This is an optimization exercise on Yosys and OpenROAD, whose aim is small area, a short achievable clock period and few clock cycles, not a production implementation.
At most, simulation tests tie the RTL to the original design; equivalence was not proved.
No activity file was given, so power comes from the tool's default toggle rates.

==> inputs of v33 <==
==> flow/design.v <==
module tmc_decoder (
    input  wire         clk,
    input  wire         rst,
    input  wire         in_valid,
    output wire         in_ready,
    input  wire [1:0]   in_op,        
    input  wire         in_clk,
    input  wire         in_dat,
    input  wire         in_stb,
    input  wire         cfg_clk_present,
    input  wire         cfg_dat_present,
    input  wire         cfg_stb_present,
    input  wire [31:0]  cfg_samplerate,
    input  wire [1:0]   cfg_radix,
    output wire         out_valid,
    input  wire         out_ready,
    output reg  [3:0]   out_kind,
    output reg  [15:0]  out_ss,
    output reg  [15:0]  out_es,
    output reg  [7:0]   out_val,
    output reg  [3:0]   out_nbits,
    output reg  [263:0] out_blist,    
    output reg  [47:0]  out_rate,
    output wire [1:0]   status_err,
    output wire [1:0]   out_radix
);
    localparam integer DIV_CYC   = 48;               
    localparam [1:0] FIND_START = 2'd0, FIND_DATA = 2'd1, FIND_ACK = 2'd2;
    localparam integer P_IDLE = 0, P_START = 1, P_LBIT = 2, P_PRE  = 3,
                       P_FBITS = 4, P_POST = 5, P_BYTE = 6, P_WAIT = 7,
                       P_RATE  = 8, P_STOP = 9, P_ACK  = 10;
    reg  [1:0]  state;
    reg         variant;         
    reg  [3:0]  n;               
    reg  [7:0]  value;
    reg  [15:0] ssn [0:8];       
    reg         svn [0:8];       
    reg         byte_seen;
    reg  [15:0] byte_ss;
    reg  [15:0] kc;              
    reg  [15:0] sn;
    reg  [2:0]  prev;            
    reg         started;
    reg  [1:0]  err;
    reg         c_stb;
    reg  [31:0] c_rate;
    reg  [1:0]  c_radix;
    reg  [10:0] ph;
    reg  [7:0]  bmn;             
    reg         o_ov, o_sssn, o_ss8, o_essn, o_k0, o_k1, o_k2;
    reg         o_es0, o_s7, o_s0, o_sr, o_rate, o_val;    
    reg  [3:0]  j;               
    reg         ninth;           
    reg         op_stop;         
    reg         has_rate;        
    reg         cur_d;           
    reg  [47:0] num;             
    reg  [15:0] rem;
    reg  [5:0]  dcnt;
    reg         dpha;            
    reg         dbit;            
    reg         busy;
    wire idle = ph[P_IDLE];
    assign in_ready   = idle;
    assign out_valid  = o_ov;
    assign status_err = err;
    assign out_radix  = c_radix;
    wire cur_stb  = c_stb & in_stb;
    wire stb_fall = c_stb &  prev[2] & ~cur_stb;
    wire stb_rise = c_stb & ~prev[2] &  cur_stb;
    wire dat_fall =  prev[1] & ~in_dat;
    wire dat_rise = ~prev[1] &  in_dat;
    wire clk_rise = ~prev[0] &  in_clk;
    wire clk_fall =  prev[0] & ~in_clk;
    wire is_start_3w = (state == FIND_START) && stb_fall;
    wire is_start_2w = (state == FIND_START) && !stb_fall && in_clk && dat_fall;
    wire is_start    = is_start_3w || is_start_2w;
    wire is_stop     = (state == FIND_DATA) && (stb_rise || (in_clk && dat_rise));
    wire is_bit      = (state == FIND_DATA) && !is_stop && clk_rise;
    wire is_ack      = (state == FIND_ACK) && clk_fall;
    wire take        = in_valid && idle;
    wire take_reset  = take && (in_op == 2'd1);
    wire take_sample = take && (in_op == 2'd0);
    wire running     = started && (err == 2'd0);
    wire take_run    = take_sample && running;
    wire rec_taken   = out_valid && out_ready;
    wire [15:0] sn1  = sn + 16'd1;
    wire        n_full = n[3];
    wire        kz   = (kc == 16'd0);
    wire [15:0] ss0 = ~ssn[0];
    wire [15:0] ss7 = ~ssn[7];
    wire [15:0] ss8 = ~ssn[8];
    integer i;
    always @(*) begin
        out_kind[0] = o_k0 | (ph[P_BYTE] & byte_seen) | (ph[P_ACK] & cur_d);
        out_kind[1] = o_k1;
        out_kind[2] = o_k2;
        out_kind[3] = ph[P_RATE];
        out_ss = ({16{o_sssn}} & sn) |
                 ({16{o_s7}} & ss7) |
                 ({16{o_ss8}} & ss8) |
                 ({16{o_s0}} & ss0) |
                 ({16{o_sr}} & byte_ss);
        out_es = ({16{o_es0}} & ss0) |
                 ({16{o_essn}} & sn);
        out_val = ({8{o_val}} & value) |
                  {7'd0, (ph[P_LBIT] & ~svn[7]) | (ph[P_FBITS] & ~svn[8])};
        out_nbits = {4{o_val}} & n;
        out_rate  = {48{o_rate}} & num;
        for (i = 0; i < 8; i = i + 1)
            out_blist[33*i +: 33] = ~({33{bmn[i]}} | {ssn[i+1], ssn[i], svn[i]});
    end
    wire [16:0] drs  = {rem, dbit};
    wire [16:0] drd  = drs - {1'b0, kc};
    wire [15:0] dr   = drd[16] ? drs[15:0] : drd[15:0];
    wire        dq   = ~drd[16];
    wire [47:0] nacc = {num[15:0], num[47:16]} + {16'd0, c_rate};
    wire        mv_take = idle && take_run && (state == FIND_DATA) &&
                          (is_stop ? (variant && n != 4'd0) : clk_rise);
    wire        mv      = mv_take || ph[P_PRE] || ph[P_POST] ||
                          (ph[P_FBITS] && rec_taken) ||
                          (ph[P_BYTE] && rec_taken && !op_stop && variant);
    wire        in3     = idle && variant;       
    wire        in2     = idle && !variant;      
    integer q;
    always @(posedge clk) begin
        if (mv) begin
            for (q = 0; q < 7; q = q + 1) begin
                ssn[q] <= ssn[q+1];
                svn[q] <= svn[q+1];
            end
            ssn[7] <= in3 ? ~sn1 : ssn[8];
            svn[7] <= in3 ? ~in_dat : ph[P_BYTE] ? ~cur_d : svn[8];
            ssn[8] <= in2 ? ~sn1 : ssn[0];
            svn[8] <= in2 ? ~in_dat : svn[0];
        end
    end
    localparam [10:0] H_IDLE  = 11'd1 << P_IDLE,  H_START = 11'd1 << P_START,
                      H_LBIT  = 11'd1 << P_LBIT,  H_PRE   = 11'd1 << P_PRE,
                      H_FBITS = 11'd1 << P_FBITS, H_POST  = 11'd1 << P_POST,
                      H_BYTE  = 11'd1 << P_BYTE,  H_WAIT  = 11'd1 << P_WAIT,
                      H_RATE  = 11'd1 << P_RATE,  H_STOP  = 11'd1 << P_STOP,
                      H_ACK   = 11'd1 << P_ACK;
    wire div_last = busy && (dcnt == DIV_CYC - 1);
    reg  [10:0] phn;
    wire        rt     = rec_taken;
    wire        tk     = take_run;               
    wire        e_stop = tk && !is_start && is_stop;
    wire        e_bit  = tk && !is_start && !is_stop && is_bit;
    wire        e_ack  = tk && is_ack;
    wire        flush  = variant && n != 4'd0;
    wire        j7     = (j == 4'd7);
    wire        jl     = (j == n - 4'd1);
    wire        clr    = rst || take_reset;
    always @(*) begin
        phn[P_IDLE]  = (idle && !((tk && is_start) || e_stop || e_ack ||
                                  (e_bit && (n_full || (!variant && n != 4'd0))))) ||
                       ((ph[P_START] || ph[P_ACK] || ph[P_STOP]) && rt) ||
                       (ph[P_LBIT] && rt && !ninth) ||
                       (ph[P_BYTE] && rt && !op_stop);
        phn[P_START] = (tk && is_start) || (ph[P_START] && !rt);
        phn[P_LBIT]  = (e_bit && !variant && (n_full || n != 4'd0)) ||
                       (ph[P_LBIT] && !rt);
        phn[P_PRE]   = (e_stop && flush && !n_full) || (ph[P_PRE] && !j7);
        phn[P_FBITS] = (e_stop && flush && n_full) || (e_bit && n_full && variant) ||
                       (ph[P_PRE] && j7) || (ph[P_FBITS] && !(rt && jl));
        phn[P_POST]  = (ph[P_FBITS] && rt && jl && !n_full) || (ph[P_POST] && !j7);
        phn[P_BYTE]  = (ph[P_LBIT] && rt && ninth) ||
                       (ph[P_FBITS] && rt && jl && n_full) ||
                       (ph[P_POST] && j7) || (ph[P_BYTE] && !rt);
        phn[P_WAIT]  = (e_stop && !flush && !kz) ||
                       (ph[P_BYTE] && rt && op_stop && has_rate && busy && !div_last) ||
                       (ph[P_WAIT] && !div_last);
        phn[P_RATE]  = (ph[P_WAIT] && div_last) ||
                       (ph[P_BYTE] && rt && op_stop && has_rate && !(busy && !div_last)) ||
                       (ph[P_RATE] && !rt);
        phn[P_STOP]  = (e_stop && !flush && kz) ||
                       (ph[P_BYTE] && rt && op_stop && !has_rate) ||
                       (ph[P_RATE] && rt) || (ph[P_STOP] && !rt);
        phn[P_ACK]   = e_ack || (ph[P_ACK] && !rt);
        if (clr)
            phn = H_IDLE;
    end
    always @(posedge clk) begin
        ph     <= phn;
        o_ov   <= |(phn & (H_START | H_LBIT | H_FBITS | H_BYTE | H_RATE | H_STOP | H_ACK));
        o_sssn <= |(phn & (H_START | H_STOP));
        o_ss8  <= |(phn & (H_FBITS | H_ACK));
        o_essn <= |(phn & (H_START | H_LBIT | H_BYTE | H_RATE | H_STOP | H_ACK));
        o_k0   <= |(phn & (H_START | H_LBIT | H_FBITS));
        o_k1   <= |(phn & (H_STOP | H_LBIT | H_FBITS | H_ACK));
        o_k2   <= |(phn & (H_BYTE | H_ACK));
        o_es0  <= phn[P_FBITS];
        o_s7   <= phn[P_LBIT];
        o_s0   <= phn[P_BYTE];
        o_sr   <= phn[P_RATE];
        o_rate <= phn[P_RATE];
        o_val  <= phn[P_BYTE];
        for (i = 0; i < 8; i = i + 1)
            bmn[i] <= !(phn[P_BYTE] && (n > i));
    end
    always @(posedge clk) begin
        if (busy) begin
            dbit <= !dpha ? num[46] : (dcnt[3:0] == 4'd15) ? num[47] : num[14];
            if (dcnt[3:0] == 4'd15)
                dpha <= 1'b0;
            rem  <= dr;
            dcnt <= dcnt + 6'd1;
        end else begin
            rem  <= 16'd0;
            dcnt <= (num[15:0] == 16'd0) ? 6'd16 : 6'd0;
            dpha <= (num[15:0] != 16'd0);
            dbit <= (num[15:0] == 16'd0) ? num[47] : num[15];
        end
    end
    always @(posedge clk) begin
        if (rst || take_reset) begin
            state     <= FIND_START;
            byte_ss   <= 16'd0;
            started   <= 1'b0;
            err       <= 2'd0;
            c_radix   <= 2'd0;
            busy      <= 1'b0;
        end else begin
            if (idle) begin
                has_rate <= !kz;
                j        <= n_full ? 4'd0 : n;
                ninth    <= n_full;
                cur_d    <= in_dat;
            end
            if (!started) begin
                c_stb  <= cfg_stb_present;
                c_rate <= cfg_samplerate;
            end
            if (busy) begin
                num[15:0] <= {num[14:0], dq};
                if (!dpha)
                    num[47:16] <= num[46:15];
                if (div_last)
                    busy <= 1'b0;
            end
            if (idle) begin
                if (take_sample && !started) begin
                    started <= 1'b1;
                    c_radix <= cfg_radix;
                    if (!cfg_clk_present || !cfg_dat_present)
                        err <= 2'd1;
                    else if (cfg_samplerate == 32'd0)
                        err <= 2'd2;
                    else begin
                        sn   <= 16'd0;
                        prev <= {cfg_stb_present & in_stb, in_dat, in_clk};
                    end
                end else if (take_run) begin
                    sn   <= sn1;
                    prev <= {cur_stb, in_dat, in_clk};
                    if (!is_stop)
                        kc <= is_start ? 16'd0 : kc + 16'd1;
                    if (is_start) begin
                        variant   <= is_start_3w;
                        num       <= 48'd0;
                        byte_seen <= 1'b0;
                        n         <= 4'd0;
                        value     <= 8'd0;
                        state     <= FIND_DATA;
                    end else if (is_stop) begin
                        op_stop  <= 1'b1;
                        busy     <= !kz;
                    end else if (is_bit) begin
                        num <= {nacc[31:0], nacc[47:32]};
                        if (n_full) begin
                            if (variant)
                                byte_ss <= sn1;      
                            op_stop <= 1'b0;
                        end else begin
                            if (n == 4'd0)
                                byte_ss <= sn1;
                            n     <= n + 4'd1;
                            value <= {in_dat, value[7:1]};
                        end
                    end else if (is_ack) begin
                        state <= FIND_DATA;
                    end
                end
            end
            if (ph[P_STOP] && rec_taken) begin
                n     <= 4'd0;
                value <= 8'd0;
                state <= FIND_START;
            end
            if (ph[P_PRE]) begin
                j <= j + 4'd1;
                if (j == 4'd7)
                    j <= 4'd0;
            end
            if (ph[P_FBITS] && rec_taken) begin
                j <= j + 4'd1;
                if (j == n - 4'd1)
                    j <= n;
            end
            if (ph[P_POST])
                j <= j + 4'd1;
            if (ph[P_BYTE] && rec_taken) begin
                byte_seen <= 1'b1;
                n         <= 4'd0;
                value     <= 8'd0;
                if (!op_stop && variant) begin
                    n       <= 4'd1;
                    value   <= {cur_d, 7'd0};
                end else if (!op_stop) begin
                    state <= FIND_ACK;
                end
            end
        end
    end
endmodule
==> flow/flow/run.sh <==
#!/bin/bash
export BUFFER_PORTS_ARGS="-buffer_cell sky130_fd_sc_hd__buf_1"
export CTS_ARGS="-sink_clustering_enable -repair_clock_nets -dont_use_dummy_load -sink_clustering_size 24 -sink_clustering_max_diameter 80 -buf_list {sky130_fd_sc_hd__clkbuf_16}"
bash standard.sh > standard.log 2>&1
==> flow/standard.sh <==
#!/bin/bash
# synth_recipe.tcl (not shown) runs the flow's synth.tcl, then flattens the netlist and writes it again
# the make line also repeats each setting of config.mk as NAME=value (left out here)
make -C /OpenROAD-flow-scripts/flow DESIGN_CONFIG=/design/flow/config.mk WORK_HOME=/design/flow/orfs CLKGATE_MAP_FILE= SYNTH_SCRIPT=/design/flow/synth_recipe.tcl "${@:-finish}"
==> flow/config.mk <==
export PLATFORM = sky130hd
export DESIGN_NAME = tmc_decoder
export DESIGN_NICKNAME = tmc_decoder
export VERILOG_FILES = /design/flow/design.v
export SDC_FILE = /design/flow/constraint.sdc
export NUM_CORES = 4
export LEC_CHECK = 0
export CAP_MARGIN = 20
export CORE_MARGIN = 2
export CORE_UTILIZATION = 65
export SETUP_SLACK_MARGIN = 4.5
export SLEW_MARGIN = 20
==> flow/constraint.sdc <==
create_clock -name core_clock -period 8.0 [get_ports {clk}]
set_input_delay 1.6000 -clock core_clock [delete_from_list [all_inputs] [get_ports {clk}]]
set_output_delay 1.6000 -clock core_clock [all_outputs]
set_load 0.01 [all_outputs]
==> v24: changes against v33 <==
--- a/flow/design.v
+++ b/flow/design.v
@@ -200,20 +200,6 @@
             bmn[i] <= !(phn[P_BYTE] && (n > i));
     end
     always @(posedge clk) begin
-        if (busy) begin
-            dbit <= !dpha ? num[46] : (dcnt[3:0] == 4'd15) ? num[47] : num[14];
-            if (dcnt[3:0] == 4'd15)
-                dpha <= 1'b0;
-            rem  <= dr;
-            dcnt <= dcnt + 6'd1;
-        end else begin
-            rem  <= 16'd0;
-            dcnt <= (num[15:0] == 16'd0) ? 6'd16 : 6'd0;
-            dpha <= (num[15:0] != 16'd0);
-            dbit <= (num[15:0] == 16'd0) ? num[47] : num[15];
-        end
-    end
-    always @(posedge clk) begin
         if (rst || take_reset) begin
             state     <= FIND_START;
             byte_ss   <= 16'd0;
@@ -223,6 +209,10 @@
             busy      <= 1'b0;
         end else begin
             if (idle) begin
+                rem      <= 16'd0;
+                dcnt     <= (num[15:0] == 16'd0) ? 6'd16 : 6'd0;
+                dpha     <= (num[15:0] != 16'd0);
+                dbit     <= (num[15:0] == 16'd0) ? num[47] : num[15];
                 has_rate <= !kz;
                 j        <= n_full ? 4'd0 : n;
                 ninth    <= n_full;
@@ -236,6 +226,11 @@
                 num[15:0] <= {num[14:0], dq};
                 if (!dpha)
                     num[47:16] <= num[46:15];
+                dbit <= !dpha ? num[46] : (dcnt[3:0] == 4'd15) ? num[47] : num[14];
+                if (dcnt[3:0] == 4'd15)
+                    dpha <= 1'b0;
+                rem  <= dr;
+                dcnt <= dcnt + 6'd1;
                 if (div_last)
                     busy <= 1'b0;
             end
==> flow/flow/run.sh (replaced) <==
#!/bin/bash
export BUFFER_PORTS_ARGS="-buffer_cell sky130_fd_sc_hd__buf_1"
export CTS_ARGS="-sink_clustering_enable -repair_clock_nets -dont_use_dummy_load -buf_list {sky130_fd_sc_hd__clkbuf_4 sky130_fd_sc_hd__clkbuf_8}"
bash standard.sh > standard.log 2>&1
--- a/flow/config.mk
+++ b/flow/config.mk
@@ -7,6 +7,6 @@
 export LEC_CHECK = 0
 export CAP_MARGIN = 20
 export CORE_MARGIN = 2
-export CORE_UTILIZATION = 65
+export CORE_UTILIZATION = 40
 export SETUP_SLACK_MARGIN = 4.5
 export SLEW_MARGIN = 20
==> impl_summary.txt <==
----------------------------------------------------
[Outcome]
  Run status ... timing/DRC/antenna clean

[Power]
  Leakage power ... 0.00753 uW
  Total power ... 3380 uW
  IR Drop Worst-Case VDD ... about 0.2 mV

[STA]
  Least-Margin Pin Slew ... 0.940 ns
  Highest clock rate ... slightly below 300 MHz

[Worst hold path]
  Destination of the worst hold path ... dcnt[0]$_SDFF_PN0_

[Placed design]
  Post-placement cell count ... around 2600
  Post-detailed-placement half-perimeter wirelength ... between 40000 and 50000 um

[Worst setup path]
  Cells along the critical path ... clkinvlp_4 > buf_12 > o21ai_0 > buf_1
  Largest fanout on the critical path ... 14

[Final layout]
  # fillers ... 2187
  Number of ordinary inverters in the final layout ... about 50
  Post-Layout Cell Count ... between 2000 and 3000
  Share of the core filled with cells ... around three quarters

[Logic synthesis]
  Top cell type's share of synthesized area ... around 45%

[Detailed routing]
  Routed WL per cell ... 21.0 um

[Global route]
  All-Layer GR Usage ... about a third
  Met3 usage ... around 8.5%

[Clock network]
  Post CTS Setup Buffer Count ... 10

[Die]
  Die area ... 31200 um2
  Die height ... 177 um

----------------------------------------------------
# the run above: v33

==> impl_summary.txt <==
----------------------------------------------------
[Outcome]
  Run status ... timing/DRC/antenna clean

[Placed design]
  Post-placement cell count ... between 2000 and 3000
  Post-detailed-placement half-perimeter wirelength ... 45600 um

[Power]
  Leakage power ... 0.00800 uW
  Total power ... 3880 uW
  IR Drop Worst-Case VDD ... a little over 0.1 mV

[Final layout]
  Post-Layout Cell Count ... just over 3000
  Share of the core filled with cells ... 47.5%
  # fillers ... around 4600
  Number of ordinary inverters in the final layout ... 45

[Die]
  Die area ... between 50000 and 60000 um2
  Die height ... 226 um

[Logic synthesis]
  Top cell type's share of synthesized area ... between 40% and 50%

[Worst setup path]
  Cells along the critical path ... buf_6 > buf_12 > clkinvlp_4 > o21ai_1 > a21oi_2 > o221ai_1 > buf_2

[Global route]
  Met3 usage ... 5.58%

[Clock network]
  Post CTS Setup Buffer Count ... 12

[Detailed routing]
  Routed WL per cell ... just over 20 um

[STA]
  Least-Margin Pin Slew ... around 1.0 ns

----------------------------------------------------
# the run above: v24

Testbench counts of v33, summed over its fixed seeds: cycles 70,566.
No functional check of the RTL was part of v24.

## what the ideal ports hide
No port has a modelled driver above. Below, the same layouts with a new extraction and two added sets of constraints.
Step 1, drivers: a clkbuf_16 drives clk and a buf_2 each remaining input, both assumed.
Step 2, shift: input delay + t, output delay - t, t = (earliest + latest rising clock arrival at the registers) / 2. This alone moves slack from input paths to output paths.
a / b / c = no drivers / after step 1 / after step 2; a / b = the first two.
| run | shift t [ns] | setup slack, ns | slew at the worst register clock pin (ns) |
|---|---|---|---|
| v33 | 0.567 | 4.555 / 4.502 / 4.030 | 0.09 / 0.09 |
| v24 | 0.672 | 4.481 / 4.427 / 3.900 | 0.06 / 0.06 |
After both steps setup and hold are still met in every run listed. The setup slack of v24, which loses most, moves by -0.054 ns with the drivers and by -0.581 ns with both steps.
